From an optimization exercise on the open Yosys and OpenROAD flow, aimed at small area, a short achievable clock period and few clock cycles per item; shortcuts taken in it are not production practice. Function was checked by simulation only, so behaviour that the tests miss may differ from the original. No activity file was given, so power comes from the tool's default toggle rates.

### design/flow/design.v
module mc_ge #(
    parameter [63:0] K = 64'd0
) (
    input  wire [63:0] x,
    output wire        ge
);
    reg [63:0] g, q;
    integer l, i;
    always @(*) begin
        g = x & ~K;
        q = ~(x ^ K);
        for (l = 0; l < 6; l = l + 1)
            for (i = 0; i < (32 >> l); i = i + 1) begin
                g[i] = g[2*i+1] | (q[2*i+1] & g[2*i]);
                q[i] = q[2*i+1] & q[2*i];
            end
    end
    assign ge = g[0] | q[0];
endmodule
module mc_add64 (
    input  wire [63:0] a,
    input  wire [63:0] b,
    input  wire        cin,
    output wire [63:0] s
);
    reg [63:0] g, p, G, P;
    integer d, i;
    always @(*) begin
        g = a & b;
        p = a ^ b;
        G = g;
        P = p;
        G[0] = g[0] | (p[0] & cin);
        for (d = 1; d < 64; d = d * 2)
            for (i = 2*d - 1; i < 64; i = i + 2*d) begin
                G[i] = G[i] | (P[i] & G[i-d]);
                P[i] = P[i] & P[i-d];
            end
        for (d = 16; d >= 1; d = d / 2)
            for (i = 3*d - 1; i < 64; i = i + 2*d) begin
                G[i] = G[i] | (P[i] & G[i-d]);
                P[i] = P[i] & P[i-d];
            end
    end
    assign s = p ^ {G[62:0], cin};
endmodule
module mc_addtop (
    input  wire [63:0] a,
    input  wire [63:0] b,
    output wire [23:0] s,
    output wire        c12
);
    reg [39:0] g, p;
    reg [23:0] gh, ph, G, P;
    integer d, i;
    always @(*) begin
        g = a[39:0] & b[39:0];
        p = a[39:0] ^ b[39:0];
        for (d = 1; d < 64; d = d * 2)
            for (i = 2*d - 1; i < 40; i = i + 2*d) begin
                g[i] = g[i] | (p[i] & g[i-d]);
                p[i] = p[i] & p[i-d];
            end
        gh = a[63:40] & b[63:40];
        ph = a[63:40] ^ b[63:40];
        G = gh;
        P = ph;
        for (d = 1; d < 32; d = d * 2)
            for (i = 0; i < 24; i = i + 1)
                if ((i & d) != 0) begin
                    G[i] = G[i] | (P[i] & G[(i & ~(d - 1)) - 1]);
                    P[i] = P[i] & P[(i & ~(d - 1)) - 1];
                end
    end
    wire c40 = g[39] | (p[39] & g[31]);
    assign c12 = g[11] | (p[11] & g[7]);
    wire [23:0] cin = {G[22:0] | (P[22:0] & {23{c40}}), c40};
    assign s = ph ^ cin;
endmodule
module mc_quant_a (
    input  wire [52:0] m,
    output wire [23:0] vh,       
    output wire        inc       
);
    wire h1, h2b;
    mc_ge #(.K(64'h00123456789abce0)) u_h1 (.x({11'd0, m}), .ge(h1));
    mc_ge #(.K(64'h001d208a5a912e32)) u_h2 (.x({11'd0, m}), .ge(h2b));
    wire h2 = ~h1 | h2b;
    wire [11:0] ml  = m[11:0];
    wire [11:0] p12 = {ml[3:0], 8'd0} - {ml[6:0], 5'd0} + ml;
    wire        r1_0 = p12[6] & ((|p12[5:0]) | p12[7]);
    wire [4:0]  a_0  = {p12[9:7], 2'b00} + p12[11:7];             
    wire [9:0]  l5_0 = {1'b0, p12[6:0], 2'b00} + {3'd0, p12[6:0]};    
    wire        ov_0 = ({1'b0, a_0, 7'd0} + {3'b000, l5_0}) >= 13'd4096 ? 1'b1 : 1'b0;
    wire [5:0]  e_0  = {1'b0, a_0} + (r1_0 ? 6'd5 : 6'd0) + 6'd4;     
    wire        dp_0 = ~ov_0 & (e_0 >= 6'd32);
    wire        r1_1 = p12[7] & ((|p12[6:0]) | p12[8]);
    wire [3:0]  a_1  = {p12[9:8], 2'b00} + p12[11:8];             
    wire [10:0] l5_1 = {1'b0, p12[7:0], 2'b00} + {3'd0, p12[7:0]};
    wire        ov_1 = ({1'b0, a_1, 8'd0} + {2'b00, l5_1}) >= 13'd4096 ? 1'b1 : 1'b0;
    wire [5:0]  e_1a = {2'b00, a_1} + (r1_1 ? 6'd5 : 6'd0) + 6'd2;    
    wire [5:0]  e_1b = {2'b00, a_1} + (r1_1 ? 6'd5 : 6'd0) + 6'd4;    
    wire        dp_1 = ~ov_1 & (h2 ? (e_1b >= 6'd16) : (e_1a >= 6'd16));
    wire        dplus = h1 ? dp_1 : dp_0;
    wire [63:0] o0 = {1'd0, m, 10'd0};
    wire [63:0] o1 = {5'd0, m, 6'd0};
    wire [63:0] o2 = {6'd0, m, 5'd0};
    wire [63:0] o3 = {9'd0, m, 2'd0};
    wire [63:0] o4 = {11'd0, m};
    wire [63:0] s1 = o0 ^ o1 ^ o2;
    wire [63:0] c1 = ((o0 & o1) | (o0 & o2) | (o1 & o2)) << 1;
    wire [63:0] s2 = o3 ^ o4 ^ s1;
    wire [63:0] c2 = ((o3 & o4) | (o3 & s1) | (o4 & s1)) << 1;
    wire [63:0] s3 = s2 ^ c2 ^ c1;
    wire [63:0] c3 = ((s2 & c2) | (s2 & c1) | (c2 & c1)) << 1;
    wire c12;
    mc_addtop u_add (.a(s3), .b(c3), .s(vh), .c12(c12));
    wire [27:0] hx = s3[39:12] ^ c3[39:12];
    wire [26:0] ax = s3[38:12] & c3[38:12];
    wire ones = (c12 == ~hx[0]) & (&(ax ^ hx[27:1]));
    assign inc = ones & dplus;
endmodule
module mc_dec3 (
    input  wire [7:0] x,
    output wire       h,
    output wire [3:0] t,
    output wire [3:0] o
);
    wire [20:0] th;
    genvar k;
    generate
        for (k = 0; k < 21; k = k + 1) begin : g_th
            assign th[k] = (x >= 10 * k);
        end
    endgenerate
    wire [19:0] oh = th[19:0] & ~th[20:1];      
    assign h    = th[10];
    assign t[0] = oh[1] | oh[3] | oh[5] | oh[7] | oh[9] | oh[11] | oh[13] | oh[15] | oh[17] | oh[19];
    assign t[1] = oh[2] | oh[3] | oh[6] | oh[7] | oh[12] | oh[13] | oh[16] | oh[17];
    assign t[2] = oh[4] | oh[5] | oh[6] | oh[7] | oh[14] | oh[15] | oh[16] | oh[17];
    assign t[3] = oh[8] | oh[9] | oh[18] | oh[19];
    wire [4:0] s5 = x[7:4] + x[3:0];
    reg  [2:0] r5;
    always @(*) begin
        case (s5)
            5'd0, 5'd5, 5'd10, 5'd15, 5'd20, 5'd25, 5'd30: r5 = 3'd0;
            5'd1, 5'd6, 5'd11, 5'd16, 5'd21, 5'd26, 5'd31: r5 = 3'd1;
            5'd2, 5'd7, 5'd12, 5'd17, 5'd22, 5'd27:        r5 = 3'd2;
            5'd3, 5'd8, 5'd13, 5'd18, 5'd23, 5'd28:        r5 = 3'd3;
            default:                                       r5 = 3'd4;
        endcase
    end
    assign o = {1'b0, r5} + ((r5[0] ^ x[0]) ? 4'd5 : 4'd0);
endmodule
module mc_scale #(
    parameter        SUB = 0,        
    parameter        SH  = 4,
    parameter        LO  = 40,
    parameter        W   = 17,
    parameter [11:0] HI  = 12'd1029
) (
    input  wire [52:0] m,
    input  wire [10:0] e,
    output wire [W-1:0] y
);
    wire [63:0] a = {11'd0, m} << SH;
    wire [63:0] b = SUB ? ~{11'd0, m} : {11'd0, m};
    wire [63:0] s;
    mc_add64 u_add (.a(a), .b(b), .cin(SUB ? 1'b1 : 1'b0), .s(s));
    wire [W-1:0] top = s[LO+W-1:LO];
    wire [11:0]  t   = HI - {1'b0, e};
    wire [W-1:0] q   = top >> t[4:0];
    assign y = (t[11] || t[10:5] != 6'd0) ? {W{1'b0}} : q;
endmodule
module meshcode_enc (
    input  wire         clk,
    input  wire         rst,
    input  wire         in_valid,
    output wire         in_ready,
    input  wire [63:0]  in_lat,
    input  wire [63:0]  in_long,
    input  wire [2:0]   in_level,
    output wire         out_valid,
    input  wire         out_ready,
    output wire [2:0]   out_err,
    output wire [63:0]  out_place,
    output wire [3:0]   out_len,
    output wire [103:0] out_mesh
);
    reg v1, v2, vo, vs;
    reg rdy, ovq;                        
    wire go  = ~vs;                      
    wire oen = ~vo | out_ready;          
    assign in_ready  = rdy;
    assign out_valid = ovq;
    reg vo_n, vs_n;
    always @(*) begin
        vo_n = vo;
        vs_n = vs;
        if (vs) begin
            if (oen) begin
                vo_n = 1'b1;
                vs_n = 1'b0;
            end
        end else begin
            if (oen) vo_n = v2;
            else     vs_n = v2;
        end
    end
    always @(posedge clk) begin
        if (rst) begin
            v1  <= 1'b0;
            v2  <= 1'b0;
            vo  <= 1'b0;
            vs  <= 1'b0;
            ovq <= 1'b0;
            rdy <= 1'b1;
        end else begin
            if (go) begin
                v1 <= in_valid;
                v2 <= v1;
            end
            vo  <= vo_n;
            vs  <= vs_n;
            ovq <= vo_n;
            rdy <= ~vs_n;
        end
    end
    reg [63:0] lat, lon;
    reg [2:0]  level;
    always @(posedge clk) begin
        if (go) begin
            lat   <= in_lat;
            lon   <= in_long;
            level <= in_level;
        end
    end
    wire lat_big, lon_big;
    mc_ge #(.K(64'h4056800000000001)) u_rlat (.x({1'b0, lat[62:0]}), .ge(lat_big));
    mc_ge #(.K(64'h4066800000000001)) u_rlon (.x({1'b0, lon[62:0]}), .ge(lon_big));
    wire valid_a = ~lat_big & ~lon_big;
    wire xs_a    = lat[63] & (lat[62:0] != 63'd0);
    wire ys_a    = lon[63] & (lon[62:0] != 63'd0);
    wire [10:0] ea = lat[62:52];
    wire [10:0] eo = lon[62:52];
    wire [52:0] ma = {1'b1, lat[51:0]};
    wire [52:0] mo = {1'b1, lon[51:0]};
    wire [23:0] vha, vho;
    wire        ia, io;
    mc_quant_a u_qa (.m(ma), .vh(vha), .inc(ia));
    mc_quant_a u_qo (.m(mo), .vh(vho), .inc(io));
    wire [11:0] sha = 12'd1030 - {1'b0, ea};
    wire [11:0] sho = 12'd1030 - {1'b0, eo};
    wire        za  = sha[11] | (sha[10:5] != 6'd0) | (sha[4:3] == 2'b11);
    wire        zo  = sho[11] | (sho[10:5] != 6'd0) | (sho[4:3] == 2'b11);
    wire [16:0] n_a;     
    wire [10:0] j_a;     
    wire [17:0] m0_a;    
    mc_scale #(.SUB(1), .SH(4), .LO(40), .W(17), .HI(12'd1029)) u_n  (.m(ma), .e(ea), .y(n_a));
    mc_scale #(.SUB(0), .SH(1), .LO(44), .W(11), .HI(12'd1029)) u_j  (.m(ma), .e(ea), .y(j_a));
    mc_scale #(.SUB(0), .SH(2), .LO(38), .W(18), .HI(12'd1030)) u_m0 (.m(mo), .e(eo), .y(m0_a));
    wire [11:0] tf   = 12'd1030 - {1'b0, eo};
    wire [10:0] f8q  = mo[52:42] >> tf[4:0];
    wire [10:0] f8_a = (tf[11] || tf[10:5] != 6'd0) ? 11'd0 : f8q;    
    reg [23:0] vha2, vho2;
    reg        ia2, io2;
    reg [4:0]  sha2, sho2;
    reg        za2, zo2;
    reg [7:0]  p2, c2;
    reg [2:0]  q2, v2d;
    reg [6:0]  nb2, mb2;
    reg        xs2, ys2, valid2;
    reg [2:0]  level2;
    always @(posedge clk) begin
        if (go) begin
            vha2 <= vha;   ia2 <= ia;
            vho2 <= vho;   io2 <= io;
            sha2 <= sha[4:0];  za2 <= za;
            sho2 <= sho[4:0];  zo2 <= zo;
            p2   <= j_a[10:3];
            q2   <= j_a[2:0];
            nb2  <= n_a[6:0];
            c2   <= f8_a[10:3];
            v2d  <= f8_a[2:0];
            mb2  <= m0_a[6:0];
            xs2  <= xs_a;
            ys2  <= ys_a;
            valid2 <= valid_a;
            level2 <= level;
        end
    end
    wire [23:0] qa = vha2 + {23'd0, ia2};
    wire [23:0] qo = vho2 + {23'd0, io2};
    wire [3:0] r2 = nb2[6:3] - {q2, 1'b0} - {q2[0], 3'd0};
    wire [3:0] w2 = mb2[6:3] - {v2d, 1'b0} - {v2d[0], 3'd0};
    wire [23:0] maga = za2 ? 24'd0 : (qa >> sha2);
    wire [23:0] mago = zo2 ? 24'd0 : (qo >> sho2);
    wire       ph, zs;
    wire [3:0] pt, po, ut, uo;
    mc_dec3 u_pd (.x(p2), .h(ph), .t(pt), .o(po));
    mc_dec3 u_ud (.x(c2), .h(zs), .t(ut), .o(uo));
    reg [3:0] len;
    always @(*) begin
        case (level2)
            3'd1: len = 4'd6;
            3'd2: len = 4'd8;
            3'd3: len = 4'd10;
            3'd4: len = 4'd11;
            3'd5: len = 4'd12;
            3'd6: len = 4'd13;
            default: len = 4'd0;
        endcase
    end
    wire bad = (level2 == 3'd0) | (level2 == 3'd7);
    wire ok  = ~bad & valid2;            
    wire inv = ~bad & ~valid2;           
    wire [5:0] mk = {len == 4'd13, len >= 4'd12, len >= 4'd11, len >= 4'd10, len >= 4'd8, ~bad};
    wire [3:0] oct = {1'b0, xs2, ys2, zs} + 4'd1;
    wire [3:0] s2d = {1'b0, nb2[2], mb2[2]} + 4'd1;
    wire [3:0] s4d = {1'b0, nb2[1], mb2[1]} + 4'd1;
    wire [3:0] s8d = {1'b0, nb2[0], mb2[0]} + 4'd1;
    function [3:0] dsel(input m, input [3:0] d);
        dsel = m ? (ok ? d : 4'd9) : 4'd0;
    endfunction
    wire [107:0] res = {
        bad, inv,                                    
        len,                                         
        ok & xs2, ok ? maga[21:0] : 22'd0,           
        ok & ys2, ok ? mago[22:0] : 23'd0,           
        mk,                                          
        dsel(mk[0], oct),                            
        inv, ok ? ph : inv,                          
        dsel(mk[0], pt), dsel(mk[0], po),            
        dsel(mk[0], ut), dsel(mk[0], uo),            
        mk[1] & inv,                                 
        ok & mk[1] ? q2  : (inv & mk[1] ? 3'd1 : 3'd0),    
        ok & mk[1] ? v2d : (inv & mk[1] ? 3'd1 : 3'd0),    
        dsel(mk[2], r2), dsel(mk[2], w2),            
        dsel(mk[3], s2d), dsel(mk[4], s4d), dsel(mk[5], s8d)   
    };
    reg [107:0] sk, ro;
    always @(posedge clk) begin
        if (go) sk <= res;
        if (oen) ro <= vs ? sk : res;
    end
    function [7:0] chr(input m, input [3:0] d);
        chr = {2'b00, m, m, d};
    endfunction
    assign out_err   = {ro[107], ro[107], ro[106]};
    assign out_len   = ro[105:102];
    assign out_place = {2'b00, ro[101:55], 15'd0};
    assign out_mesh  = {
        chr(ro[54], ro[3:0]),   chr(ro[53], ro[7:4]),   chr(ro[52], ro[11:8]),
        chr(ro[51], ro[15:12]), chr(ro[51], ro[19:16]),
        chr(ro[50], {ro[26], ro[22:20]}), chr(ro[50], {ro[26], ro[25:23]}),
        chr(ro[49], ro[30:27]), chr(ro[49], ro[34:31]),
        chr(ro[49], ro[38:35]), chr(ro[49], ro[42:39]),
        chr(ro[49], {ro[44], 2'b00, ro[43]}),
        chr(ro[49], ro[48:45])
    };
endmodule
### design/flow/flow/run.sh
#!/bin/bash
set -euo pipefail
bash standard.sh \
  "BUFFER_PORTS_ARGS=-buffer_cell sky130_fd_sc_hd__buf_1" \
  "SETUP_SLACK_MARGIN=14.7" \
  finish > flow_make.log 2>&1
### design/flow/standard.sh
#!/bin/bash
# synth_recipe.tcl (not shown) runs the flow's synth.tcl, then flattens the netlist and writes it again
# the make line also repeats each setting of config.mk as NAME=value (left out here)
make -C /OpenROAD-flow-scripts/flow DESIGN_CONFIG=/design/flow/config.mk WORK_HOME=/design/flow/orfs CLKGATE_MAP_FILE= SYNTH_SCRIPT=/design/flow/synth_recipe.tcl "${@:-finish}"
### design/flow/config.mk
export PLATFORM = sky130hd
export DESIGN_NAME = meshcode_enc
export DESIGN_NICKNAME = meshcode_enc
export VERILOG_FILES = /design/flow/design.v
export SDC_FILE = /design/flow/constraint.sdc
export NUM_CORES = 4
export LEC_CHECK = 0
export CAP_MARGIN = 20
export CORE_MARGIN = 2
export CORE_UTILIZATION = 55
export PLACE_DENSITY = 0.65
export SLEW_MARGIN = 20
### design/flow/constraint.sdc
create_clock -name core_clock -period 20.0 [get_ports {clk}]
set_input_delay 4.0000 -clock core_clock [delete_from_list [all_inputs] [get_ports {clk}]]
set_output_delay 4.0000 -clock core_clock [all_outputs]
set_load 0.01 [all_outputs]
==> results.json, run 1 <==
{
  "status": "finished clean",
  "numCtsBuffers": 50,
  "holdPathEnd": "level2[0]",
  "hold_viol_final": 0,
  "core_mm2": 0.0756,
  "drc": 0,
  "cellPowerDensity_mw_per_mm2": 86.3,
  "p_comb_share_pct": 44.3,
  "yosysSeqAreaShare_pct": 30.0,
  "critPathKind": "flip-flop to output pin",
  "first_pass_iters": 5,
  "fmax_mhz": 188,
  "final-setup-viol-count": 0,
  "endpoint_kind": "output pin",
  "ioPinCount": 312,
  "track_usage_pct": 25.7,
  "chipHeight_um": 280,
  "relSlewSlack_pct": 33.3,
  "p_seq_share_pct": 31.4,
  "swShare_pct": 38.3,
  "dieArea_mm2": 0.0783,
  "yosys.area_share.simple_pct": 10.7,
  "drive_gt1_share_pct": 7.42,
  "fin_tns_setup_ns": 0,
  "cp.arrival_ns": 1.31,
  "p_leak_nw": 20.9,
  "start_kind": "flip-flop",
  "layout_min_cycle_time_ns": 5.31,
  "synth_edf_count": 343,
  "ys_warn_count": 8,
  "ys_ff_latch": 456,
  "wl_mm": 101,
  "synth-xor-area-share_pct": 3.50,
  "worst_pin_slew_ns": 0.993,
  "synth_area_mm2": 0.0418,
  "timing.reg2reg.setup_slack_ns": 14.91,
  "initial_utilization_pct": 55.4,
  "die_width_um": 280,
  "antenna_found_initial": 9,
  "avgSynthCellArea_um2": 9.96,
  "final_nets": 5479,
  "grt_pass1_vias": 30000,
  "fin_area_mm2": 0.0463,
  "holdCritStartpoint": "level[0]",
  "worstSkewPairLatency_ns": 0.63,
  "gr-total-overflow": 0,
  "drt_iter0_markers": 2274,
  "switchingPower_mw": 1.53,
  "ant_nets": 0,
  "max-cap-violations": 0,
  "yosysUniqueCellTypes": 92,
  "r2r_start": "lat[9]",
  "synth_async_sr_flop_share_pct": 0,
  "place_inst": 5320,
  "rows": 101,
  "rsz0062_at_grt": "true",
  "fillCellCount": 6435,
  "p_int_mw": 2.47,
  "holdPathStages": 0,
  "fin_cells": 5546,
  "synthCells": 4199,
  "synth_top_family_by_area": "adder cells",
  "synth_adder_area_share_pct": 30.6,
  "ir_worst_vdd_v": 0.0000869,
  "synth_area_leaders": "edfxtp_1, fa_1, ha_1",
  "portBuffers": 266,
  "hpwl_mm": 77.9,
  "yosys.area.top_type_share_pct": 24.6,
  "critPathRequiredTime_ns": 16.00,
  "cts_max_path_buffers": 3,
  "finalClockSkew_ns": 0.0201,
  "cts_tree": "done",
  "reg2reg_depth": 19,
  "cts-root-buf": "clkbuf_16",
  "maxSlewViolCount": 0,
  "gp_congestion": 0.926,
  "synth_mux_area_share_pct": 2.96,
  "startpoint": "ro[49]",
  "diodes": 0,
  "yosysTopAreaCell": "edfxtp_1",
  "routedWlPerCell_um": 18.2,
  "synth_compound_area_share_pct": 14.4,
  "vias_per_cell": 5.64,
  "clock_sinks": 456,
  "synth_ff_type": "edfxtp_1",
  "period_share_pct": 26.6,
  "fin_total_pwr_mw": 4.00,
  "clkTransAtPathRegs_ns": 0.06,
  "syn_to_final_growth_pct": 10.8,
  "critPathMaxFanout": 12,
  "r2r_end": "nb2[3]",
  "vias": 31300,
  "grt_pass1_wl_mm": 162,
  "hold_class": "flip-flop to flip-flop",
  "cts_max_level": 2,
  "grt_max_degree": 74,
  "place_area_mm2": 0.0434,
  "clock_power_share_pct": 24.3
}
==> area by class of cell <==
type	count	area [um2]	share of cell area, %
clock inverter	32	407	0.878
inverter	606	2290	4.94
tap	978	1220	2.64
timing repair buffer	419	2200	4.74
sequential	456	12600	27.1
multi-input combinational	2994	26300	56.8
clock buffer	61	1330	2.88
==> critical path: stages (launching register included) <==
cell	delay, ns
edfxtp_1	0.41
buf_12	0.16
clkbuf_2	0.12
==> per-layer routing <==
layer | routed length [um] | vias to the layer above | GRT usage (%)
met2 | 44200 | 954 | 39.1
li1 | - | 15200 | -
met4 | 2400 | 8 | 6.65
met3 | 6810 | 161 | 4.71
met1 | 47600 | 14900 | 37.9
met5 | 49 | - | 0
==> power groups by stage <==
| stage | combinational, mW | sequential, mW | clock (mW) |
|---|---|---|---|
| finish | 1.77 | 1.25 | 0.972 |
| global route | 2.03 | 1.27 | 1.03 |
| CTS | 1.72 | 1.26 | 0.996 |
| detailed placement | 1.70 | 1.29 | 0 |
| global placement | 1.67 | 1.29 | 0 |
| floorplan | 1.33 | 1.24 | 0 |
==> repair_timing <==
item                       in CTS  in global routing
setup endpoints to repair      28                 55
pin swaps                       1                  6
setup buffers                  18                115
resized for setup               1                 35
hold buffers                    0                  0
==> cells in the final DEF (no fill, tap or decap), types with 21 or more instances in the layout <==
master     count
o21ai_0      194
a211oi_1      44
buf_1        255
buf_4        150
nand2b_1      30
a21oi_1      254
nor3_1        67
nor2_1       243
inv_1        595
clkbuf_16     51
nand3_1       71
and3_1        25
edfxtp_1     343
conb_1        45
or3_1         21
fa_1         345
a22o_1        23
nand4_1       75
dfxtp_1      112
a21o_1        97
nand2_1      274
xor2_1        67
nor4_1        23
ha_1         472
mux2i_1       81
a31oi_1       51
o211ai_1      41
xnor2_1       94
==> cells in the mapped netlist, drive strengths merged, types with 89 or more instances <==
cell / count
dfxtp: 113
xnor2: 94
o21ai: 209
buf: 89
fa: 345
ha: 472
inv: 603
a21oi: 258
nor2: 245
nand2: 274
clkbuf: 98
edfxtp: 343
a21o: 98
==> cells by family after synthesis <==
group           Yosys count
xor+xnor                164
simple gates            929
compound gates          929
mux                     110
fa+ha+maj               817
other cells               1
flops                   456
buf+inv                 793
==> state kept, by name (all words and copies together) (netlist names), 5 cells and up <==
| register | flops |
|---|---|
| ro | 108 |
| sk | 108 |
| lat | 64 |
| lon | 64 |
| vha2 | 24 |
| vho2 | 24 |
| c2 | 8 |
| p2 | 8 |
| mb2 | 7 |
| nb2 | 7 |
| sha2 | 5 |
| sho2 | 5 |
==> per-stage QoR <==
stage | setup slack, ns | hold slack [ns] | utilization, %
finish | 14.69 | 0.402 | 61.3
global route | 14.57 | 0.421 | 61.3
CTS | 14.64 | 0.401 | 60.0
detailed placement | 14.19 | 0.407 | 57.5
global placement | 14.20 | 0.402 | 57.5
floorplan | 14.66 | 0.400 | -
==> worst max-delay path by stage <==
| stage | slack (ns) | endpoint |
|---|---|---|
| after global placement | 14.20 | ro[85] |
| after detailed placement | 14.19 | ro[85] |
| after floorplan | 14.66 | rdy |
| after global routing | 14.57 | io2 |
| after CTS | 14.64 | out_mesh[13] |
| final | 14.69 | out_mesh[12] |
Testbench counts, summed over its fixed seeds: cycles 24,024, items 24,000.
==> run 2, diff against run 1 <==
--- a/design/flow/config.mk
+++ b/design/flow/config.mk
@@ -8,5 +8,7 @@
 export CAP_MARGIN = 20
 export CORE_MARGIN = 2
 export CORE_UTILIZATION = 55
+export CTS_CLUSTER_DIAMETER = 80
+export CTS_CLUSTER_SIZE = 30
 export PLACE_DENSITY = 0.65
 export SLEW_MARGIN = 20
==> run 2 against run 1 <==
Effect of this change: still clean; die area unchanged; non-clock buffer count decreased by 1; power decreased by 6.1%.
==> results.json, run 2 <==
{
  "yosys.area_share.simple_pct": 10.7,
  "routedWlPerCell_um": 18.2,
  "cp_slowest_cell": "edfxtp_1",
  "gr-total-overflow": 0,
  "multiInputGateArea_mm2": 0.0263,
  "synth_ff_type": "edfxtp_1",
  "track_usage_pct": 25.3,
  "path_cells": "buf_12 -> clkbuf_2",
  "syn_to_final_growth_pct": 9.50,
  "yosysUniqueCellTypes": 92,
  "cts_max_level": 1,
  "antenna_found_initial": 8,
  "vias": 31000,
  "initial_utilization_pct": 55.4,
  "diodes": 0,
  "drive_gt1_share_pct": 7.02,
  "grt_use_met1_pct": 37.6,
  "cts-root-buf": "clkbuf_16",
  "numCtsBuffers": 30,
  "yosys.area.top_type_share_pct": 24.6,
  "fillCellCount": 6491,
  "holdBufCountCts": 0,
  "grt_pass1_vias": 29700,
  "clkTransAtPathRegs_ns": 0.11,
  "cpPeakStageDelay_ns": 0.42,
  "met2_usage_pct": 38.8,
  "avgSynthCellArea_um2": 9.96,
  "synth_compound_area_share_pct": 14.4,
  "cts_tree": "done",
  "ant_nets": 0,
  "clock_sinks": 456,
  "layout_min_cycle_time_ns": 5.35,
  "relSlewSlack_pct": 33.6,
  "hold_class": "flip-flop to flip-flop",
  "final_nets": 5458,
  "synth_top_family_by_area": "adder cells",
  "final-setup-viol-count": 0,
  "status": "finished clean",
  "synth_edf_count": 343,
  "synth_area_leaders": "edfxtp_1, fa_1, ha_1",
  "grt_max_degree": 74,
  "regArea_mm2": 0.0126,
  "fmax_mhz": 187,
  "grt_pass1_wl_mm": 160,
  "fin_tns_setup_ns": 0,
  "ioPinCount": 312,
  "layout.cells.most_common_list": "inv_1, ha_1, fa_1",
  "wl_mm": 100,
  "synthCells": 4199,
  "endpoint_kind": "output pin",
  "portBuffers": 266,
  "yosysTopAreaCell": "edfxtp_1",
  "synth_commonest_cells": "inv_1, ha_1, fa_1",
  "critPathBufInv": 2,
  "vias_per_cell": 5.63,
  "worstSkewPairLatency_ns": 0.65,
  "critPathKind": "flip-flop to output pin",
  "chipHeight_um": 280,
  "busiest_layer": "met2",
  "rows": 101,
  "critPathTopFamily": "flip-flops",
  "synth_mux_area_share_pct": 2.96,
  "synth_adder_area_share_pct": 30.6,
  "ys_ff_latch": 456,
  "die_width_um": 280,
  "yosysMostFrequentCell": "inv_1",
  "cellPowerDensity_mw_per_mm2": 82.0,
  "critPathRequiredTime_ns": 16.00,
  "worst_pin_slew_ns": 0.988,
  "cp.arrival_ns": 1.35,
  "max-cap-violations": 0,
  "yosysSeqAreaShare_pct": 30.0,
  "drc": 0,
  "period_share_pct": 26.7,
  "ys_warn_count": 8,
  "ir_worst_vdd_v": 0.0000894,
  "gp_congestion": 0.926,
  "start_kind": "flip-flop",
  "drt_iter0_markers": 2289,
  "cts_max_path_buffers": 3,
  "synth_area_mm2": 0.0418,
  "gr-usage-met3_pct": 4.32,
  "dieArea_mm2": 0.0783,
  "hold_viol_final": 0,
  "p_leak_nw": 20.6,
  "finalClockSkew_ns": 0.0449,
  "synth_async_sr_flop_share_pct": 0,
  "core_mm2": 0.0756,
  "finalHoldWorstSlack_ns": 0.420,
  "hpwl_mm": 77.9,
  "rsz0062_at_grt": "true",
  "critPathMaxFanout": 12,
  "final_common_cell": "inv_1",
  "reg.largest.list": "ro x108, sk x108",
  "first_pass_iters": 6,
  "synth-xor-area-share_pct": 3.50,
  "maxSlewViolCount": 0
}
==> run 2: worst reg2reg max path, delay by kind of cell, from the launching register on <==
kind                       cells  cell delay (ns)
muxes                          1             0.51
buffers and inverters          2             0.42
DFF                            1             0.48
adders and majority gates      2             0.81
AOI/OAI and AO/OA             12             2.48
and+or+nand+nor                2             0.28
==> run 2: what timing repair did <==
| action | in CTS | in global routing |
|---|---|---|
| resized for setup | 3 | 40 |
| pin swaps | 0 | 5 |
| setup endpoints to repair | 30 | 62 |
| cloned | 0 | 0 |
| buffers inserted | 16 | 116 |
==> run 2: metal layers <==
layer / part of all wire [%] / wire [um]
met5: 0.046 / 46
met1: 47 / 47400
met2: 44 / 43900
met3: 6.6 / 6630
met4: 2.1 / 2130
==> run 2: final cells by class <==
cell class                 instances  area share [%]
clock buffer                      33            1.73
clock inverter                    23           0.907
inverter                         606            4.99
multi-input combinational       2994            57.5
sequential                       456            27.4
tap                              978            2.67
timing repair buffer             418            4.82
==> run 2: report_power, final <==
group	internal, mW	total, mW	switching, mW
sequential	1.14	1.25	0.116
combinational	0.770	1.77	1.00
clock	0.328	0.732	0.404
==> run 2: stage by stage <==
stage | setup WS (ns) | cell area (um2) | power [mW] | std cells | util (%)
final | 14.65 | 45800 | 3.75 | 5508 | 60.6
after global routing | 14.55 | 45800 | 4.08 | 5508 | 60.6
after CTS | 14.61 | 44800 | 3.74 | 5392 | 59.3
after detailed placement | 14.19 | 43400 | 2.99 | 5320 | 57.5
after global placement | 14.20 | 43400 | 2.96 | 5320 | 57.5
after floorplan | 14.66 | 42000 | 2.58 | 4243 | -
==> run 2: final timing paths <==
| kind | startpoint | to | slack [ns] | cells after the start |
|---|---|---|---|---|
| max | ro[49] | out_mesh[12] | 14.65 | 2 |
| min | level[0] | level2[0] | 0.42 | 0 |
| max reg2reg | lat[9] | nb2[3] | 14.91 | 19 |
| min reg2reg | level[0] | level2[0] | 0.42 | 0 |
==> run 2: cells by family after synthesis <==
logic type / count (synthesis)
xor+xnor: 164
fa+ha+maj: 817
other cells: 1
mux: 110
buf+inv: 793
compound gates: 929
flops: 456
simple gates: 929
==> run 3, diff against run 2 <==
==> design/flow/flow/run.sh (replaced) <==
#!/bin/bash
set -euo pipefail
bash standard.sh \
  "BUFFER_PORTS_ARGS=-buffer_cell sky130_fd_sc_hd__buf_1" \
  "SETUP_SLACK_MARGIN=14.7" \
  "CTS_ARGS=-sink_clustering_enable -repair_clock_nets -dont_use_dummy_load -sink_clustering_size 30 -sink_clustering_max_diameter 80" \
  finish > flow_make.log 2>&1
--- a/design/flow/config.mk
+++ b/design/flow/config.mk
@@ -8,7 +8,5 @@
 export CAP_MARGIN = 20
 export CORE_MARGIN = 2
 export CORE_UTILIZATION = 55
-export CTS_CLUSTER_DIAMETER = 80
-export CTS_CLUSTER_SIZE = 30
 export PLACE_DENSITY = 0.65
 export SLEW_MARGIN = 20
==> run 3 against run 2 <==
Effect of this change: register-to-register slack lost 0.02 ns; clock power shrank 23%; via count shrank 0.34%; first-iteration DRC count shrank 9.3%; sequential power is essentially flat; synthesized area is the same; largest cell class unchanged.
==> results.json, run 3 <==
{
  "switchingPower_mw": 1.41,
  "fin_tns_setup_ns": 0,
  "drt_iter0_markers": 2075,
  "max-cap-violations": 0,
  "vias_per_cell": 5.64,
  "relSlewSlack_pct": 32.9,
  "busiest_layer": "met2",
  "ioPinCount": 312,
  "die_width_um": 280,
  "cts_tree": "done",
  "synth_mux_area_share_pct": 2.96,
  "critPathMaxFanout": 12,
  "numCtsBuffers": 30,
  "p_leak_nw": 20.4,
  "yosys.area_share.simple_pct": 10.7,
  "cp.arrival_ns": 1.33,
  "synth_async_sr_flop_share_pct": 0,
  "hpwl_mm": 77.9,
  "worstSkewPairLatency_ns": 0.65,
  "p_int_mw": 2.16,
  "grt_pass1_wl_mm": 160,
  "layout_min_cycle_time_ns": 5.33,
  "yosys.area.top_type_share_pct": 24.6,
  "p_seq_share_pct": 35.0,
  "synth_area_leaders": "edfxtp_1, fa_1, ha_1",
  "yosysUniqueCellTypes": 92,
  "synth_ff_type": "edfxtp_1",
  "path_cells": "buf_12 -> clkbuf_2",
  "clock_sinks": 456,
  "drc": 0,
  "chipHeight_um": 280,
  "rows": 101,
  "core_mm2": 0.0756,
  "cts_max_level": 1,
  "ys_warn_count": 8,
  "cts_max_path_buffers": 3,
  "worst_pin_slew_ns": 0.999,
  "synth_compound_area_share_pct": 14.4,
  "routedWlPerCell_um": 18.2,
  "critPathKind": "flip-flop to output pin",
  "hold_class": "flip-flop to flip-flop",
  "cts-root-buf": "clkbuf_16",
  "antenna_found_initial": 8,
  "status": "finished clean",
  "cp_slowest_cell": "edfxtp_1",
  "gp_congestion": 0.926,
  "synth_top_family_by_area": "adder cells",
  "holdPathStages": 0,
  "finalClockSkew_ns": 0.0788,
  "reg2reg_depth": 17,
  "avgSynthCellArea_um2": 9.96,
  "gr-usage-met3_pct": 4.20,
  "period_share_pct": 26.7,
  "met2_usage_pct": 38.6,
  "synth_edf_count": 343,
  "start_kind": "flip-flop",
  "ir_worst_vdd_v": 0.0000758,
  "maxSlewViolCount": 0,
  "layout.cells.most_common_list": "inv_1, ha_1, fa_1",
  "vias": 30900,
  "grt_max_degree": 74,
  "clock_power_share_pct": 15.7,
  "cellPowerDensity_mw_per_mm2": 78.9,
  "endpoint_kind": "output pin",
  "final-setup-viol-count": 0,
  "grt_use_met1_pct": 37.6,
  "cpPeakStageDelay_ns": 0.42,
  "drive_gt1_share_pct": 6.33,
  "synth_area_mm2": 0.0418,
  "fin_total_pwr_mw": 3.58,
  "wl_mm": 99.6,
  "track_usage_pct": 25.2,
  "syn_to_final_growth_pct": 8.35,
  "initial_utilization_pct": 55.4,
  "first_pass_iters": 5,
  "portBuffers": 266,
  "p_comb_share_pct": 49.3,
  "synthCells": 4199,
  "swShare_pct": 39.5,
  "gr-total-overflow": 0,
  "yosysSeqAreaShare_pct": 30.0,
  "clkTransAtPathRegs_ns": 0.11,
  "synth_commonest_cells": "inv_1, ha_1, fa_1",
  "yosysMostFrequentCell": "inv_1",
  "reg.largest.list": "ro x108, sk x108",
  "critPathRequiredTime_ns": 16.00,
  "synth-xor-area-share_pct": 3.50,
  "hold_viol_final": 0,
  "yosysTopAreaCell": "edfxtp_1",
  "final_common_cell": "inv_1",
  "grt_pass1_vias": 29600,
  "ant_nets": 0,
  "dieArea_mm2": 0.0783,
  "rsz0062_at_grt": "true",
  "final_nets": 5458,
  "ys_ff_latch": 456,
  "fmax_mhz": 187,
  "synth_adder_area_share_pct": 30.6
}
-- run 3: cell count changes in the layout (fill, tap and decap cells not counted), moves of 4 or more --
| cell | change |
|---|---|
| clkinv_16 | -6 |
| buf_1 | +7 |
| inv_12 | -4 |
| clkbuf_2 | -7 |
| inv_6 | -6 |
| inv_16 | -4 |
-- run 3: final cells by class --
type,count,area [um2]
diodes,1,2.50
clock buffers,30,751
fillers,6531,30200
inverters,606,2280
multi-input cells,2994,26300
flip-flops and latches,456,12600
well taps,978,1220
repair buffers,418,2200
-- run 3: kinds of logic after synthesis --
| logic type | after synthesis |
|---|---|
| adder cells (fa/ha/maj) | 817 |
| other | 1 |
| buffers and inverters | 793 |
| flip-flops | 456 |
| AO/OA/AOI/OAI | 929 |
| multiplexers | 110 |
| AND/OR/NAND/NOR | 929 |
| XOR/XNOR | 164 |
-- run 3: critical path: cells and delay by family, from the launching register on --
kind | cells | cell delay, ns
DFF | 1 | 0.42
buffers and inverters | 2 | 0.28
-- run 3: power by group through the flow --
stage	Sequential, mW	Clock [mW]	Combinational, mW
2_1_floorplan	1.24	0	1.33
3_3_place_gp	1.29	0	1.67
3_5_place_dp	1.29	0	1.70
4_1_cts	1.26	0.583	1.72
5_1_grt	1.27	0.611	2.02
6_report	1.25	0.561	1.76
-- run 3: per-layer routing --
| metal | vias up | routed length [um] |
|---|---|---|
| li1 | 15100 | - |
| met1 | 14700 | 47200 |
| met2 | 888 | 43600 |
| met3 | 126 | 6570 |
| met4 | 6 | 2200 |
| met5 | - | 32 |
-- run 3: per-stage QoR --
| stage | instances | setup WS (ns) | util [%] | hold slack, ns | instance area [um2] |
|---|---|---|---|---|---|
| 6_report | 5483 | 14.67 | 60.0 | 0.411 | 45300 |
| 5_1_grt | 5482 | 14.58 | 60.0 | 0.419 | 45300 |
| 4_1_cts | 5363 | 14.62 | 58.6 | 0.411 | 44300 |
| 3_5_place_dp | 5320 | 14.19 | 57.5 | 0.407 | 43400 |
| 3_3_place_gp | 5320 | 14.20 | 57.5 | 0.402 | 43400 |
| 2_1_floorplan | 4243 | 14.66 | - | 0.400 | 42000 |
-- run 3: path summary, 6_finish.rpt --
check             startpoint      endpoint  slack [ns]
hold / removal      level[0]     level2[0]        0.41
hold reg to reg     level[0]     level2[0]        0.41
setup / recovery      ro[49]  out_mesh[12]       14.67
setup reg to reg      lat[9]      vha2[11]       14.89
-- run 3: timing repair --
item / in CTS / in global routing
resized for setup: 3 / 30
pin swaps: 0 / 6
buffers inserted: 13 / 119
hold buffers: 0 / 0
setup endpoints to repair: 31 / 54
==> run 4, diff against run 3 <==
--- a/design/flow/config.mk
+++ b/design/flow/config.mk
@@ -7,6 +7,6 @@
 export LEC_CHECK = 0
 export CAP_MARGIN = 20
 export CORE_MARGIN = 2
-export CORE_UTILIZATION = 55
-export PLACE_DENSITY = 0.65
+export CORE_UTILIZATION = 30
+export PLACE_DENSITY = 0.5
 export SLEW_MARGIN = 20
==> run 4 against run 3 <==
Effect of this change: still clean on timing, DRC and antenna; clock power up about 20%; cell count rose by 17%; flip-flop and latch count did not move; routed wire length is 16% higher; die area grew 82%; sequential share of layout area down 0.93 points; critical path depth unchanged; setup slack improved by 0.074 ns; maximum frequency up 1.4%; global-route usage fell by 9.2 points; non-clock buffer count grew 15; clock skew up 0.019 ns; critical path type unchanged; highest routed layer unchanged.
==> results.json, run 4 <==
{
  "ys_ff_latch": 456,
  "clkTransAtPathRegs_ns": 0.11,
  "cts_max_level": 2,
  "ys_warn_count": 8,
  "drive_gt1_share_pct": 7.22,
  "synthCells": 4199,
  "holdPathStages": 0,
  "start_kind": "flip-flop",
  "chipHeight_um": 377,
  "holdCritStartpoint": "level[2]",
  "first_pass_iters": 5,
  "final_common_cell": "inv_1",
  "drt_iter0_markers": 2039,
  "routedWlPerCell_um": 18.1,
  "worstSkewPairLatency_ns": 0.63,
  "critPathKind": "flip-flop to output pin",
  "routed.top_layer": "met5",
  "gp_congestion": 0.871,
  "avgSynthCellArea_um2": 9.96,
  "synth_edf_count": 343,
  "final-setup-viol-count": 0,
  "place_area_mm2": 0.0446,
  "yosysMostFrequentCell": "inv_1",
  "fin_area_mm2": 0.0469,
  "gr-total-overflow": 0,
  "drc": 0,
  "p_leak_nw": 20.6,
  "reg.largest.list": "ro x108, sk x108",
  "cts_tree": "done",
  "layout_min_cycle_time_ns": 5.26,
  "max-cap-violations": 0,
  "holdBufCountCts": 0,
  "holdPathEnd": "level2[2]",
  "antenna_found_initial": 6,
  "worst_pin_slew_ns": 1.04,
  "wl_mm": 116,
  "cts-root-buf": "clkbuf_16",
  "ir_worst_vdd_v": 0.0000489,
  "r2r_end": "vha2[11]",
  "routed-wl-met2_mm": 49.8,
  "ant_nets": 0,
  "period_share_pct": 26.3,
  "synth_async_sr_flop_share_pct": 0,
  "vias": 31100,
  "relSlewSlack_pct": 30.5,
  "multiInputGateArea_mm2": 0.0264,
  "timing.reg2reg.setup_slack_ns": 14.89,
  "wl_met1_mm": 58.1,
  "r2r_start": "lat[9]",
  "vias_per_cell": 4.85,
  "grt_max_degree": 80,
  "cp.arrival_ns": 1.26,
  "critPathRequiredTime_ns": 16.00,
  "synth_area_mm2": 0.0418,
  "cellPowerDensity_mw_per_mm2": 80.3,
  "core_mm2": 0.139,
  "status": "finished clean",
  "hold_viol_final": 0,
  "endpoint_kind": "output pin",
  "yosys.area.top_type_share_pct": 24.6,
  "fmax_mhz": 190,
  "portBuffers": 266,
  "yosysSeqAreaShare_pct": 30.0,
  "initial_utilization_pct": 30.1,
  "grt_pass1_vias": 30500,
  "yosysTopAreaCell": "edfxtp_1",
  "critPathMaxFanout": 12,
  "clock_sinks": 456,
  "ioPinCount": 312,
  "syn_to_final_growth_pct": 12.1,
  "track_usage_pct": 16.1,
  "numCtsBuffers": 38,
  "hpwl_mm": 91.0,
  "rsz0062_at_grt": "true",
  "dieArea_mm2": 0.142,
  "die_width_um": 377,
  "maxSlewViolCount": 0,
  "grt_pass1_wl_mm": 180,
  "layout.cells.most_common_list": "inv_1, ha_1, fa_1",
  "yosysUniqueCellTypes": 92,
  "fin_tns_setup_ns": 0,
  "fillCellCount": 14300,
  "final_nets": 5481,
  "cts_max_path_buffers": 3,
  "synth_area_leaders": "edfxtp_1, fa_1, ha_1",
  "regArea_mm2": 0.0126,
  "synth_commonest_cells": "inv_1, ha_1, fa_1",
  "met3_length_mm": 5.43,
  "reg2reg_depth": 18,
  "rows": 137,
  "hold_class": "flip-flop to flip-flop",
  "finalClockSkew_ns": 0.0979,
  "synth_ff_type": "edfxtp_1"
}
-- run 4: per-stage QoR --
stage          hold slack (ns)  utilization (%)  instances  total power [mW]  worst slack (ns)
2_1_floorplan            0.400                -       4243              2.58             14.66
3_3_place_gp             0.413             32.1       6222              3.02             14.17
3_5_place_dp             0.410             32.1       6222              3.04             14.16
4_1_cts                  0.428             33.0       6301              3.76             14.67
5_1_grt                  0.430             33.7       6403              4.11             14.51
6_report                 0.424             33.7       6404              3.77             14.74
-- run 4: power breakdown --
group / switching [mW] / internal [mW]
registers: 0.118 / 1.14
clock network: 0.341 / 0.334
logic: 1.05 / 0.784
total: 1.51 / 2.25
-- run 4: layout make-up --
| class | count | area share [%] |
|---|---|---|
| inverters | 606 | 4.89 |
| diodes | 1 | 0.00534 |
| multi-input cells | 2994 | 56.3 |
| well taps | 1876 | 5.00 |
| repair buffers | 433 | 4.95 |
| flip-flops and latches | 456 | 26.8 |
| clock buffers | 38 | 2.03 |
-- run 4: logic make-up after synthesis --
group / after synthesis / synth area share, %
compound gates: 929 / 14.4
simple gates: 929 / 10.7
fa+ha+maj: 817 / 30.6
buf+inv: 793 / 7.74
flops: 456 / 30.0
xor+xnor: 164 / 3.50
mux: 110 / 2.96
other cells: 1 / 0.00896
-- run 4: worst max path at each step --
stage	slack, ns	end	startpoint
finish	14.74	out_mesh[5]	ro[49]
detailed placement	14.16	ro[61]	out_ready
floorplan	14.66	rdy	out_ready
global route	14.51	io2	lon[2]
global placement	14.17	ro[61]	out_ready
CTS	14.67	out_mesh[82]	ro[10]
-- run 4: critical path, stage by stage, from the launching register on --
cell	delay (ns)
edfxtp_1	0.39
buf_6	0.15
clkbuf_2	0.12
-- run 4: per-layer routing --
metal	global-route usage, %	up-vias
met4	3.58	4
met2	24.7	694
met1	23.8	15100
met3	2.09	101
li1	-	15200
met5	0	-
-- run 4: what timing repair did --
item                                    4_1_cts  5_1_grt
setup buffers                                41      102
resized for setup                             9       52
endpoints found under the hold margin         0        0
pin swaps                                     0       16
endpoints found under the setup margin       55       65
==> run 5, diff against run 4 <==
==> design/flow/flow/run.sh (replaced) <==
#!/bin/bash
set -euo pipefail
bash standard.sh \
  "BUFFER_PORTS_ARGS=-buffer_cell sky130_fd_sc_hd__buf_1" \
  "SETUP_SLACK_MARGIN=15" \
  finish > flow_make.log 2>&1
--- a/design/flow/config.mk
+++ b/design/flow/config.mk
@@ -8,5 +8,7 @@
 export CAP_MARGIN = 20
 export CORE_MARGIN = 2
 export CORE_UTILIZATION = 30
+export CTS_CLUSTER_DIAMETER = 80
+export CTS_CLUSTER_SIZE = 30
 export PLACE_DENSITY = 0.5
 export SLEW_MARGIN = 20
==> run 5 against run 4 <==
Effect of this change: still clean on timing, DRC and antenna; cell count is 2.1% higher; setup slack worse by 0.021 ns; critical path depth stayed put; global-route usage is 0.27 points higher; combinational power is 8% higher; sequential share of layout area is 1.1 points lower; maximum frequency is 0.40% lower; synthesized area stayed put; critical path type unchanged; largest power group unchanged.
==> results.json, run 5 <==
{
  "status": "finished clean",
  "multiInputGateArea_mm2": 0.0269,
  "hold_class": "flip-flop to flip-flop",
  "setup_ws_ns": 14.72,
  "clock_power_share_pct": 21.1,
  "drc": 0,
  "critPathRequiredTime_ns": 16.00,
  "gr-total-overflow": 0,
  "place_ws_ns": 14.11,
  "period_share_pct": 26.4,
  "rows": 137,
  "max-cap-violations": 0,
  "holdPathEnd": "level2[1]",
  "yosysSeqAreaShare_pct": 30.0,
  "critPathMaxFanout": 12,
  "final-setup-viol-count": 0,
  "clkTransAtPathRegs_ns": 0.10,
  "die_width_um": 377,
  "switchingPower_mw": 1.67,
  "holdBufCountCts": 0,
  "drive_gt1_share_pct": 14.0,
  "chipHeight_um": 377,
  "regArea_mm2": 0.0126,
  "synth_area_leaders": "edfxtp_1, fa_1, ha_1",
  "endpoint_kind": "output pin",
  "reg2reg_depth": 20,
  "yosysUniqueCellTypes": 92,
  "routedWlPerCell_um": 18.0,
  "grt_pass1_vias": 31000,
  "p_comb_share_pct": 48.5,
  "layout_min_cycle_time_ns": 5.28,
  "final_common_cell": "inv_1",
  "syn_to_final_growth_pct": 17.1,
  "dieArea_mm2": 0.142,
  "met2_usage_pct": 25.1,
  "initial_utilization_pct": 30.1,
  "cts_max_path_buffers": 3,
  "p_leak_nw": 21.7,
  "wl_mm": 118,
  "synth_async_sr_flop_share_pct": 0,
  "p_seq_share_pct": 30.5,
  "yosysMostFrequentCell": "inv_1",
  "cts_max_level": 2,
  "reg.largest.list": "ro x108, sk x108",
  "synth_area_mm2": 0.0418,
  "hpwl_mm": 90.4,
  "fmax_mhz": 189,
  "first_pass_iters": 5,
  "ys_ff_latch": 456,
  "finalClockSkew_ns": 0.0440,
  "ioPinCount": 312,
  "r2r_end": "vha2[20]",
  "track_usage_pct": 16.3,
  "hold_viol_final": 0,
  "holdPathStages": 0,
  "relSlewSlack_pct": 22.3,
  "critPathKind": "flip-flop to output pin",
  "final_nets": 5585,
  "holdCritStartpoint": "level[1]",
  "maxSlewViolCount": 0,
  "yosysTopAreaCell": "edfxtp_1",
  "cts-root-buf": "clkbuf_16",
  "gp_congestion": 0.865,
  "avgSynthCellArea_um2": 9.96,
  "vias_per_cell": 4.82,
  "ys_warn_count": 8,
  "timing.reg2reg.setup_slack_ns": 14.75,
  "cellPowerDensity_mw_per_mm2": 83.4,
  "clock_sinks": 456,
  "drt_iter0_markers": 2140,
  "start_kind": "flip-flop",
  "worst_pin_slew_ns": 1.17,
  "fillCellCount": 14000,
  "vias": 31500,
  "grt_max_degree": 161,
  "ant_nets": 0,
  "layout.cells.most_common_list": "inv_1, ha_1, edfxtp_1",
  "worstSkewPairLatency_ns": 0.63,
  "swShare_pct": 40.9,
  "numCtsBuffers": 38,
  "yosys.area.top_type_share_pct": 24.6,
  "synth_ff_type": "edfxtp_1",
  "busiest_layer": "met2",
  "fin_tns_setup_ns": 0,
  "antenna_found_initial": 4,
  "synth_commonest_cells": "inv_1, ha_1, fa_1",
  "grt_pass1_wl_mm": 183,
  "gr-usage-met3_pct": 2.39,
  "synth_edf_count": 343,
  "p_int_mw": 2.42,
  "synthCells": 4199,
  "rsz0062_at_grt": "true",
  "ir_worst_vdd_v": 0.0000539,
  "core_mm2": 0.139,
  "cts_tree": "done",
  "cp.arrival_ns": 1.28,
  "diodes": 0,
  "grt_use_met1_pct": 24.1,
  "portBuffers": 266,
  "r2r_start": "lat[22]"
}
==> run 5: kinds of logic (layout without fill, tap and decap cells) <==
family,after synthesis,after routing,synth area share (%)
buffers and inverters,793,1213,7.74
AND/OR/NAND/NOR,929,929,10.7
AO/OA/AOI/OAI,929,929,14.4
XOR/XNOR,164,164,3.50
multiplexers,110,110,2.96
adder cells (fa/ha/maj),817,817,30.6
flip-flops,456,456,30.0
other,1,45,0.00896
==> run 5: how the worst max path moves through the flow <==
stage,start,end
floorplan,out_ready,rdy
global placement,out_ready,ro[61]
detailed placement,lat[4],vha2[11]
CTS,ro[49],out_mesh[29]
global route,lon[3],io2
finish,ro[49],out_mesh[36]
==> run 5: timing repair <==
| action | in CTS | in global routing |
|---|---|---|
| pin swaps | 29 | 89 |
| buffers inserted | 134 | 115 |
| resized for setup | 78 | 226 |
| endpoints found under the setup margin | 259 | 220 |
==> run 5: layer usage <==
metal | share of wire (%) | up-vias
li1 | - | 15500
met1 | 49 | 15200
met2 | 44 | 703
met3 | 4.9 | 109
met4 | 1.9 | 4
met5 | 0.024 | -
==> run 5: worst max-delay path: stages, from the launching register on <==
cell and delay, ns:
edfxtp_1 0.39, buf_6 0.15, buf_2 0.13
==> run 5: power by group through the flow <==
stage | registers (mW) | logic [mW] | clock network, mW
2_1_floorplan | 1.24 | 1.33 | 0
3_3_place_gp | 1.29 | 1.73 | 0
3_5_place_dp | 1.29 | 1.75 | 0
4_1_cts | 1.25 | 1.86 | 0.898
5_1_grt | 1.26 | 2.25 | 0.929
6_report | 1.25 | 1.98 | 0.861
==> run 5: metrics by stage <==
stage               total power [mW]  hold slack, ns  instances  instance area (um2)  util (%)
floorplan                       2.58           0.400       4243                42000         -
global placement                3.03           0.410       6220                44600      32.1
detailed placement              3.04           0.410       6220                44600      32.1
CTS                             4.01           0.434       6424                47400      34.1
global route                    4.44           0.466       6539                49000      35.2
finish                          4.09           0.431       6539                49000      35.2
==> run 5: area by class of cell <==
cell class | count | area share [%]
Timing Repair Buffer | 537 | 6.94
Clock buffer | 40 | 2.00
Inverter | 606 | 4.73
Multi-Input combinational cell | 2994 | 54.9
Sequential cell | 456 | 25.7
Tap cell | 1876 | 4.79
Clock inverter | 30 | 1.00
==> run 6, diff against run 5 <==
--- a/design/flow/design.v
+++ b/design/flow/design.v
@@ -126,31 +126,32 @@
     output wire [3:0] t,
     output wire [3:0] o
 );
-    wire [20:0] th;
-    genvar k;
-    generate
-        for (k = 0; k < 21; k = k + 1) begin : g_th
-            assign th[k] = (x >= 10 * k);
-        end
-    endgenerate
-    wire [19:0] oh = th[19:0] & ~th[20:1];      
-    assign h    = th[10];
-    assign t[0] = oh[1] | oh[3] | oh[5] | oh[7] | oh[9] | oh[11] | oh[13] | oh[15] | oh[17] | oh[19];
-    assign t[1] = oh[2] | oh[3] | oh[6] | oh[7] | oh[12] | oh[13] | oh[16] | oh[17];
-    assign t[2] = oh[4] | oh[5] | oh[6] | oh[7] | oh[14] | oh[15] | oh[16] | oh[17];
-    assign t[3] = oh[8] | oh[9] | oh[18] | oh[19];
-    wire [4:0] s5 = x[7:4] + x[3:0];
-    reg  [2:0] r5;
-    always @(*) begin
-        case (s5)
-            5'd0, 5'd5, 5'd10, 5'd15, 5'd20, 5'd25, 5'd30: r5 = 3'd0;
-            5'd1, 5'd6, 5'd11, 5'd16, 5'd21, 5'd26, 5'd31: r5 = 3'd1;
-            5'd2, 5'd7, 5'd12, 5'd17, 5'd22, 5'd27:        r5 = 3'd2;
-            5'd3, 5'd8, 5'd13, 5'd18, 5'd23, 5'd28:        r5 = 3'd3;
-            default:                                       r5 = 3'd4;
-        endcase
-    end
-    assign o = {1'b0, r5} + ((r5[0] ^ x[0]) ? 4'd5 : 4'd0);
+    wire [3:0] a = x[7:4];
+    wire [3:0] b = x[3:0];
+    wire [8:0] d16 =
+        (a == 4'd0)  ? {1'b0, 4'd0, 4'd0} :
+        (a == 4'd1)  ? {1'b0, 4'd1, 4'd6} :
+        (a == 4'd2)  ? {1'b0, 4'd3, 4'd2} :
+        (a == 4'd3)  ? {1'b0, 4'd4, 4'd8} :
+        (a == 4'd4)  ? {1'b0, 4'd6, 4'd4} :
+        (a == 4'd5)  ? {1'b0, 4'd8, 4'd0} :
+        (a == 4'd6)  ? {1'b0, 4'd9, 4'd6} :
+        (a == 4'd7)  ? {1'b1, 4'd1, 4'd2} :
+        (a == 4'd8)  ? {1'b1, 4'd2, 4'd8} :
+        (a == 4'd9)  ? {1'b1, 4'd4, 4'd4} :
+        (a == 4'd10) ? {1'b1, 4'd6, 4'd0} :
+        (a == 4'd11) ? {1'b1, 4'd7, 4'd6} :
+                       {1'b1, 4'd9, 4'd2};
+    wire       ah = d16[8];
+    wire [3:0] at = d16[7:4];
+    wire [3:0] ao = d16[3:0];
+    wire [4:0] os = {1'b0, ao} + {1'b0, b};              
+    wire [1:0] oc = (os >= 5'd20) ? 2'd2 : (os >= 5'd10) ? 2'd1 : 2'd0;
+    assign o = os[3:0] - (oc[1] ? 4'd4 : oc[0] ? 4'd10 : 4'd0);
+    wire [4:0] ts = {1'b0, at} + {3'd0, oc};              
+    wire       tc = (ts >= 5'd10);
+    assign t = tc ? ts[3:0] - 4'd10 : ts[3:0];
+    assign h = ah | tc;
 endmodule
 module mc_scale #(
     parameter        SUB = 0,        
==> design/flow/flow/run.sh (replaced) <==
#!/bin/bash
set -euo pipefail
bash standard.sh \
  "BUFFER_PORTS_ARGS=-buffer_cell sky130_fd_sc_hd__buf_1" \
  "SETUP_SLACK_MARGIN=14.7" \
  "CTS_ARGS=-sink_clustering_enable -repair_clock_nets -dont_use_dummy_load -sink_clustering_size 30 -sink_clustering_max_diameter 80" \
  finish > flow_make.log 2>&1
--- a/design/flow/config.mk
+++ b/design/flow/config.mk
@@ -7,8 +7,6 @@
 export LEC_CHECK = 0
 export CAP_MARGIN = 20
 export CORE_MARGIN = 2
-export CORE_UTILIZATION = 30
-export CTS_CLUSTER_DIAMETER = 80
-export CTS_CLUSTER_SIZE = 30
-export PLACE_DENSITY = 0.5
+export CORE_UTILIZATION = 55
+export PLACE_DENSITY = 0.65
 export SLEW_MARGIN = 20
==> run 6 against run 5 <==
Effect of this change: synthesized area is 1.4% lower; first-iteration DRC count fell by 4.9%; sequential share of layout area up 2.3 points; combinational power decreased by 9%; count of clock-buffer cells in the layout decreased by 13; routed wire length is 16% lower; critical path depth stayed put.
==> results.json, run 6 <==
{
  "place_ws_ns": 14.16,
  "vias_per_cell": 5.63,
  "multiInputGateArea_mm2": 0.0258,
  "layout.cells.most_common_list": "inv_1, ha_1, edfxtp_1",
  "cts_max_path_buffers": 3,
  "swShare_pct": 40.2,
  "fmax_mhz": 188,
  "chipHeight_um": 278,
  "relSlewSlack_pct": 22.4,
  "switchingPower_mw": 1.45,
  "cts_tree": "done",
  "syn_to_final_growth_pct": 8.99,
  "ys_ff_latch": 456,
  "rows": 100,
  "synth-xor-area-share_pct": 3.75,
  "p_comb_share_pct": 50.0,
  "fin_cells": 5404,
  "yosys.area_share.simple_pct": 10.7,
  "synth_area_leaders": "edfxtp_1, fa_1, ha_1",
  "fillCellCount": 6443,
  "clkTransAtPathRegs_ns": 0.09,
  "fin_total_pwr_mw": 3.61,
  "synth_adder_area_share_pct": 30.9,
  "final_nets": 5379,
  "ioPinCount": 312,
  "r2r_start": "lat[9]",
  "hpwl_mm": 77.0,
  "status": "finished clean",
  "endpoint_kind": "output pin",
  "drive_gt1_share_pct": 6.99,
  "routedWlPerCell_um": 18.3,
  "grt_pass1_vias": 28900,
  "hold_viol_final": 0,
  "grt_max_degree": 88,
  "critPathMaxFanout": 12,
  "yosysMostFrequentCell": "inv_1",
  "track_usage_pct": 25.2,
  "grt_pass1_wl_mm": 157,
  "holdCritStartpoint": "sk[12]",
  "yosysSeqAreaShare_pct": 30.5,
  "critPathKind": "flip-flop to output pin",
  "numCtsBuffers": 27,
  "synthCells": 4096,
  "max-cap-violations": 0,
  "vias": 30400,
  "holdBufCountCts": 0,
  "synth_async_sr_flop_share_pct": 0,
  "cts-root-buf": "clkbuf_16",
  "worstSkewPairLatency_ns": 0.62,
  "p_seq_share_pct": 35.1,
  "rsz0062_at_grt": "true",
  "yosys.area.top_type_share_pct": 25.0,
  "antenna_found_initial": 4,
  "layout_min_cycle_time_ns": 5.31,
  "maxSlewViolCount": 0,
  "dieArea_mm2": 0.0772,
  "avgSynthCellArea_um2": 10.1,
  "clock_sinks": 456,
  "p_leak_nw": 20.2,
  "finalHoldWorstSlack_ns": 0.453,
  "gr-total-overflow": 0,
  "place_inst": 5230,
  "core_mm2": 0.0743,
  "cellPowerDensity_mw_per_mm2": 80.3,
  "synth_edf_count": 343,
  "yosysUniqueCellTypes": 94,
  "p_int_mw": 2.16,
  "setup_ws_ns": 14.69,
  "ys_warn_count": 7,
  "cp.arrival_ns": 1.31,
  "clock_power_share_pct": 14.9,
  "synth_area_mm2": 0.0412,
  "startpoint": "ro[49]",
  "hold_class": "flip-flop to flip-flop",
  "final-setup-viol-count": 0,
  "synth_commonest_cells": "inv_1, ha_1, fa_1",
  "cts_max_level": 1,
  "drt_iter0_markers": 2035,
  "start_kind": "flip-flop",
  "drc": 0,
  "worst_pin_slew_ns": 1.13,
  "yosysTopAreaCell": "edfxtp_1",
  "synth_mux_area_share_pct": 2.93,
  "ant_nets": 0,
  "first_pass_iters": 7,
  "portBuffers": 266,
  "fin_tns_setup_ns": 0,
  "synth_top_family_by_area": "adder cells",
  "finalClockSkew_ns": 0.0650,
  "period_share_pct": 26.6,
  "synth_ff_type": "edfxtp_1",
  "initial_utilization_pct": 55.5,
  "critPathRequiredTime_ns": 16.00,
  "die_width_um": 278,
  "regArea_mm2": 0.0126,
  "ir_worst_vdd_v": 0.0000746,
  "reg.largest.list": "ro x108, sk x108",
  "gp_congestion": 0.919,
  "wl_mm": 99.0,
  "synth_compound_area_share_pct": 13.4,
  "final_common_cell": "inv_1"
}
[run 6: changes by cell type after synthesis, moves of 10 or more]
cell,before,now
a21o_1,97,76
a21oi_1,257,217
clkbuf_1,98,87
ha_1,472,460
inv_1,601,611
nand3_1,71,86
nor2_1,243,215
nor2b_1,19,29
o21a_1,16,34
o21ai_0,194,176
xnor2_1,94,79
xor2_1,68,95
[run 6: routing by layer]
layer / vias up / track usage, % / wire length [um]
li1: 14800 / - / -
met1: 14600 / 37.9 / 47400
met2: 869 / 38.9 / 44000
met3: 126 / 3.16 / 5790
met4: 4 / 5.29 / 1850
met5: - / 0 / 26
[run 6: cell families (layout without fill, tap and decap cells)]
logic type                 Yosys count  in the layout
AOI/OAI and AO/OA                  849            849
xor gates and xnor gates           175            175
adders and majority gates          809            809
buffers and inverters              787           1080
DFF                                456            456
muxes                              113            113
other                                1             47
and+or+nand+nor                    906            906
[run 6: area by class of cell]
cell class              instances  share of cell area (%)
diodes                          2                  0.0111
flip-flops and latches        456                    28.0
clock buffers                  27                    1.50
well taps                     969                    2.70
inverters                     618                    5.17
repair buffers                435                    5.14
multi-input cells            2897                    57.5
[run 6: final timing paths]
check	end	slack, ns	depth (start not counted)
max	out_mesh[21]	14.69	2
min	sk[12]	0.45	2
max reg2reg	nb2[0]	14.82	19
min reg2reg	sk[12]	0.45	2
[run 6: critical path: stages, from the launching register on]
cell and delay (ns):
edfxtp_1 0.43, buf_12 0.16, buf_1 0.12
[run 6: stage by stage]
step / utilization, % / area, um2
6_report: 60.5 / 44900
3_3_place_gp: 57.7 / 42900
5_1_grt: 60.5 / 44900
3_5_place_dp: 57.7 / 42900
2_1_floorplan: - / 41400
4_1_cts: 59.1 / 43900
[run 6: power groups by stage]
stage	Sequential (mW)	Combinational (mW)	Clock, mW
3_3_place_gp	1.30	1.67	0
6_report	1.27	1.80	0.537
5_1_grt	1.28	2.05	0.584
2_1_floorplan	1.25	1.34	0
3_5_place_dp	1.30	1.70	0
4_1_cts	1.27	1.73	0.557
[run 6: timing repair]
action | CTS | global route
resized for setup | 7 | 46
setup endpoints to repair | 43 | 68
endpoints found under the hold margin | 0 | 0
setup buffers | 37 | 107
pin swaps | 0 | 23
Testbench counts of run 6, summed over its fixed seeds: cycles 24,024, items 24,000.
==> run 7, diff against run 6 <==
--- a/design/flow/config.mk
+++ b/design/flow/config.mk
@@ -7,6 +7,6 @@
 export LEC_CHECK = 0
 export CAP_MARGIN = 20
 export CORE_MARGIN = 2
-export CORE_UTILIZATION = 55
-export PLACE_DENSITY = 0.65
+export CORE_UTILIZATION = 30
+export PLACE_DENSITY = 0.5
 export SLEW_MARGIN = 20
==> run 7 against run 6 <==
Effect of this change: non-clock buffer count increased by 44; synthesized cell count unchanged; combinational power increased by 3%; flip-flop and latch count unchanged; register-to-register slack got worse by 0.05 ns; global-route usage decreased by 9.2 points; routed wire length increased by 14%; critical path type unchanged.
==> results.json, run 7 <==
{
  "ir_worst_vdd_v": 0.0000532,
  "timing.reg2reg.setup_slack_ns": 14.77,
  "clock_power_share_pct": 18.8,
  "worstSkewPairLatency_ns": 0.66,
  "holdPathEnd": "level2[1]",
  "cts_tree": "done",
  "drc": 0,
  "r2r_end": "vho2[20]",
  "synth_area_mm2": 0.0412,
  "cp_slowest_cell": "edfxtp_1",
  "endpoint_kind": "output pin",
  "chipHeight_um": 375,
  "rsz0062_at_grt": "true",
  "final_common_cell": "inv_1",
  "p_comb_share_pct": 48.3,
  "wl_mm": 113,
  "critPathBufInv": 1,
  "routedWlPerCell_um": 18.0,
  "critPathTopFamily": "flip-flops",
  "ys_warn_count": 7,
  "grt_pass1_vias": 29900,
  "maxSlewViolCount": 0,
  "hold_viol_final": 0,
  "rows": 136,
  "layout.cells.most_common_list": "inv_1, ha_1, edfxtp_1",
  "critPathKind": "flip-flop to output pin",
  "yosys.area.top_type_share_pct": 25.0,
  "final_util_pct": 34.2,
  "ioPinCount": 312,
  "initial_utilization_pct": 30.1,
  "grt_max_degree": 67,
  "swShare_pct": 39.9,
  "r2r_start": "lon[13]",
  "cellPowerDensity_mw_per_mm2": 82.1,
  "cts_max_path_buffers": 3,
  "holdCritStartpoint": "level[1]",
  "clock_sinks": 456,
  "ys_ff_latch": 456,
  "clkTransAtPathRegs_ns": 0.09,
  "antenna_found_initial": 8,
  "fmax_mhz": 188,
  "synth_area_leaders": "edfxtp_1, fa_1, ha_1",
  "finalHoldWorstSlack_ns": 0.444,
  "synth_commonest_cells": "inv_1, ha_1, fa_1",
  "drt_iter0_markers": 2010,
  "grt_pass1_wl_mm": 176,
  "status": "finished clean",
  "vias_per_cell": 4.82,
  "reg2reg_depth": 17,
  "layout_min_cycle_time_ns": 5.33,
  "drive_gt1_share_pct": 8.92,
  "holdPathStages": 0,
  "cp.arrival_ns": 1.33,
  "relSlewSlack_pct": 30.1,
  "synthCells": 4096,
  "max-cap-violations": 0,
  "place_inst": 6063,
  "yosysMostFrequentCell": "inv_1",
  "path_cells": "buf_1",
  "final_nets": 5439,
  "dieArea_mm2": 0.140,
  "hpwl_mm": 89.4,
  "finalClockSkew_ns": 0.102,
  "fin_tns_setup_ns": 0,
  "p_seq_share_pct": 32.9,
  "die_width_um": 375,
  "cts-root-buf": "clkbuf_16",
  "syn_to_final_growth_pct": 13.6,
  "fin_cells": 6288,
  "final-setup-viol-count": 0,
  "synth_async_sr_flop_share_pct": 0
}
run 7: cell families after synthesis:
group,count (synthesis),synth area share (%)
buf+inv,787,7.80
fa+ha+maj,809,30.9
other cells,1,0.00909
flops,456,30.5
xor+xnor,175,3.75
simple gates,906,10.7
mux,113,2.93
compound gates,849,13.4
run 7: what timing repair did:
action,CTS,global route
buffers inserted,72,108
pin swaps,2,55
resized for setup,14,80
setup endpoints to repair,67,88
run 7: final cells by class:
type	count	area, um2	share of cell area [%]
Timing Repair Buffer	479	2670	5.71
Clock buffer	43	1080	2.30
Tap cell	1794	2240	4.79
Sequential cell	456	12600	26.8
Antenna cell	1	2.50	0.00534
Inverter	618	2330	4.99
Multi-Input combinational cell	2897	25900	55.4
run 7: metrics by stage:
| step | worst slack (ns) | area (um2) | power (mW) |
|---|---|---|---|
| after floorplan | 14.66 | 41400 | 2.58 |
| after global placement | 14.13 | 44000 | 3.03 |
| after detailed placement | 14.10 | 44000 | 3.05 |
| after CTS | 14.59 | 45700 | 3.83 |
| after global routing | 14.59 | 46800 | 4.19 |
| final | 14.67 | 46800 | 3.85 |
run 7: power by group through the flow:
stage / clock [mW] / combinational (mW) / sequential [mW]
floorplan: 0 / 1.34 / 1.25
global placement: 0 / 1.73 / 1.30
detailed placement: 0 / 1.75 / 1.30
CTS: 0.762 / 1.79 / 1.27
global route: 0.789 / 2.13 / 1.28
finish: 0.723 / 1.86 / 1.26
run 7: layer usage:
metal  track usage [%]  wire [um]
met5                 0         24
met4              4.73       3080
met3              2.34       5560
met2              23.3      46800
met1              24.0      57800
run 7: worst max-delay path by stage:
stage | slack [ns] | to | cells after the start | from
after detailed placement | 14.10 | ro[12] | 3 | out_ready
after floorplan | 14.66 | rdy | 2 | out_ready
after global placement | 14.13 | ro[21] | 3 | out_ready
after global routing | 14.59 | nb2[0] | 21 | lat[29]
after CTS | 14.59 | out_mesh[56] | 1 | ro[20]
final | 14.67 | out_mesh[56] | 1 | ro[20]

Re-timed with assumed drivers on the ports (clkbuf_16 on the clock, buf_2 on other inputs), run 7 has 14.603 ns of setup slack against 14.673 ns with ideal ports, and 14.335 ns once port delays also move by the mid clock arrival of 0.678 ns.
